Context: an optimization exercise on an open-source flow, tuned for small area, a short achievable clock period and few clock cycles. The choices shown serve that exercise and are no tape-out recipe. The RTL was checked by simulation tests, not by an equivalence proof against the original design. Power and IR drop assume default switching activity.

==> inputs of run A <==
==> flow/design.v (excerpt) <==
module rcab_gfpar (
  input  wire        clk,
  input  wire        rst,      
  input  wire        req,
  input  wire        we,
  input  wire [15:0] addr,
  input  wire [31:0] wdata,
  output wire        ack,
  output reg  [31:0] rdata,
  output reg         err,
  output wire        irq
);
clock: 16.0 ns
lec_check: 0
cap_margin: 20
core_margin: 2
core_utilization: 60
cts_cluster_diameter: 60
cts_cluster_size: 30
place_density: 0.7
slew_margin: 20
run.sh (not shown) runs the stock make flow with config.mk's settings and CLKGATE_MAP_FILE= SYNTH_SCRIPT=/design/flow/synth_recipe.tcl, a recipe that flattens the netlist after the stock synthesis.
==> run X: changes against run A <==
--- a/flow/design.v
+++ b/flow/design.v
@@ -107,13 +107,13 @@
         4'd5:  rd_val = {19'd0, irq, 3'd0, pmatch, 5'd0, lasterr};
         4'd6:  rd_val = {23'd0, 3'd0, estat, 1'b0};
         4'd7:  rd_val = {23'd0, ien, 1'b0};
         4'd8:  rd_val = ecmd;
         4'd9:  rd_val = {24'd0, gfa};
         4'd10: rd_val = {24'd0, gfb};
-        4'd11: rd_val = {24'd0, gfr};
+        4'd11: rd_val = {24'd0, gfr_v};
         4'd12: rd_val = {16'd0, slen};
         4'd13: rd_val = {28'd0, prows};
         4'd14: rd_val = {25'd0, pbits};
         default: rd_val = 32'd0;
       endcase
     end
@@ -146,27 +146,35 @@
   wire pbits_bad = (pbits == 7'd0) || (pbits > {prows, 3'b000});
   wire [7:0] op     = wdata[31:24];
   wire       lowz   = (wdata[23:0] == 24'd0);
   wire [7:0] w_log  = LOG_T[wdata[7:0]*8 +: 8];
   wire       a_zero = (gfa == 8'd0);
   wire       b_zero = (gfb == 8'd0);
-  wire [8:0] l_sum  = {1'b0, lga} + {1'b0, op[1] ? ~lgb : lgb};
+  reg        gf_pend;
+  reg  [1:0] gf_sel;                     
+  wire [8:0] l_sum  = {1'b0, lga} + {1'b0, gf_sel[1] ? ~lgb : lgb};
   wire [7:0] l_mod  = l_sum[7:0] + {7'd0, l_sum[8]};
-  wire [7:0] g_ein  = op[1] & op[0] ? gfa : l_mod;
+  wire [7:0] g_ein  = (gf_sel == 2'd3) ? gfa : l_mod;
   wire [7:0] g_exp  = gf_mul(EXP_LO[g_ein[3:0]*8 +: 8], EXP_HI[g_ein[7:4]*8 +: 8]);
+  wire       g_zero = (gf_sel == 2'd1) ? (a_zero | b_zero) :
+                      (gf_sel == 2'd2) ? a_zero : 1'b0;
+  wire [7:0] g_res  = g_zero ? 8'd0 : g_exp;
+  wire [7:0] gfr_v  = gf_pend ? g_res : gfr;
   integer n;
   always @(posedge clk) begin
     if (w_sb) sb[addr[7:2]] <= wdata[7:0];
     if (w_cf) cf[{addr[11:10], addr[7:2]}] <= wdata[7:0];
   end
   always @(posedge clk) begin
     rdata_q <= rd_val;
   end
   always @(posedge clk) begin
     if (rst) begin
       rd_done <= 1'b0;
+      gf_pend <= 1'b0;
+      gf_sel  <= 2'd0;
       busy    <= 1'b0;
       wj      <= 6'd0;
       whi     <= 7'd0;
       lasterr <= 3'd0;
       pmatch  <= 1'b0;
       estat   <= 5'd0;
@@ -186,12 +194,14 @@
         rxp[n]  <= 8'd0;
         acc[n]  <= 8'd0;
         op_a[n] <= 8'd0;
       end
     end else begin
       rd_done <= fire & ~we & ~rd_done;
+      gf_pend <= 1'b0;
+      if (gf_pend) gfr <= g_res;
       acc[0] <= accn0;
       acc[1] <= accn1;
       acc[2] <= accn2;
       acc[3] <= accn3;
       op_b <= 8'd0;
       for (n = 0; n < K_MAX; n = n + 1) op_a[n] <= 8'd0;
@@ -233,19 +243,19 @@
           4'd4: begin
             if (!lowz) begin
               lasterr <= E_ILLEGAL; estat[1] <= 1'b1; ecmd <= wdata;
             end else begin
               case (op)
                 8'h00: lasterr <= 3'd0;
-                8'h01: begin gfr <= (a_zero | b_zero) ? 8'd0 : g_exp; lasterr <= 3'd0; end
+                8'h01: begin gf_pend <= 1'b1; gf_sel <= 2'd1; lasterr <= 3'd0; end
                 8'h02: if (b_zero) begin
                          lasterr <= E_DIVZERO; estat[3] <= 1'b1; ecmd <= wdata;
                        end else begin
-                         gfr <= a_zero ? 8'd0 : g_exp; lasterr <= 3'd0;
+                         gf_pend <= 1'b1; gf_sel <= 2'd2; lasterr <= 3'd0;
                        end
-                8'h03: begin gfr <= g_exp; lasterr <= 3'd0; end
+                8'h03: begin gf_pend <= 1'b1; gf_sel <= 2'd3; lasterr <= 3'd0; end
                 8'h04: if (a_zero) begin
                          lasterr <= E_LOGZERO; estat[4] <= 1'b1; ecmd <= wdata;
                        end else begin
                          gfr <= lga; lasterr <= 3'd0;
                        end
                 8'h20, 8'h21:
==> flow/flow/run.sh (new file) <==
#!/bin/bash
# The standard ORFS layout (standard.sh), with its setup repair aiming at
# 9 ns of slack instead of none, so that it works on the paths that set the
# achieved period. Same SDC, clock period and steps as the standard flow.
set -euo pipefail
bash standard.sh SETUP_SLACK_MARGIN=9 finish > layout.log 2>&1
==> flow/standard.sh (new file) <==
#!/bin/bash
# synth_recipe.tcl (not shown) runs the flow's synth.tcl, then flattens the netlist and writes it again
# the make line also repeats each setting of config.mk as NAME=value (left out here)
make -C /OpenROAD-flow-scripts/flow DESIGN_CONFIG=/design/flow/config.mk WORK_HOME=/design/flow/orfs CLKGATE_MAP_FILE= SYNTH_SCRIPT=/design/flow/synth_recipe.tcl "${@:-finish}"
removed: flow/run.sh
==> notes <==
Run X passed the timing, design-rule and antenna checks. Run A went through all stages and came out clean. Of run X and run A, run X has the higher area after synthesis (gap 0.26%, measured against run A). Cell area: run X is larger than run A (about 1.6%). Between run A and run X, the lower worst hold slack is in run X (gap 3.2 ps). Routed wire length: run A is smaller than run X (3.0%). Synthesized cell count: run X is higher than run A (about 0.8%).
==> figures <==
| metric | run X | run A |
|---|---|---|
| Net count of the finished layout | 8,285 | 8,164 |
| Switching Share | 24.35% | 24.21% |
| Comb. pwr | 954 µW | 1080 µW |
| Internal Dissipation | 10,700 µW | 10,710 µW |
| WHS | 428.2 ps | 431.5 ps |
| Count of unique library cells instantiated by Yosys | 96 | 91 |
| Minimum setup slack after placement | 6372 ps | 5753 ps |
| Number of DRC markers in iteration 0 | 11,690 | 11,990 |
| Clock network power | 5040 µW | 4900 µW |
| Fraction of the cycle the final worst path needs | 48.82% | 59.99% |
| Arrival time of the worst setup path | 4610 ps | 6400 ps |
| Status | complete, no violations | complete, no violations |
Testbench counts of run A, summed over its fixed seeds: cycles 22,968.
Testbench counts of run X, summed over its fixed seeds: cycles 22,968.

[port drivers added, routing unchanged]
How much do the figures lean on ideal ports? The routed layouts below were timed once more, with nothing changed but the port constraints. Step 1 sets driving cells, clkbuf_16 on the clock port and buf_2 on the other inputs (assumed; they add their load-dependent delay and slew). Step 2 moves the port delays by t, midway between the first and last clock arrival at a register: inputs arrive t later, outputs are due t later. That takes back most of the time a late clock gives input paths. Three values: ideal, step 1, step 2; two values: the first two.
run | t, ns | slack for setup (ns) | worst setup path after step 2 | worst register clock-pin slew, ns | worst slew at a driven data input, ns
run A | 0.953 | 6.401 / 6.378 / 5.646 | input to register | 0.11 / 0.11 | 0.12
run X | 0.974 | 8.188 / 8.127 / 8.023 | input to register | 0.11 / 0.11 | 0.12
After both steps setup and hold are still met in every run listed. The setup slack of run A, which loses most, moves by -0.023 ns with the drivers and by -0.755 ns with both steps.
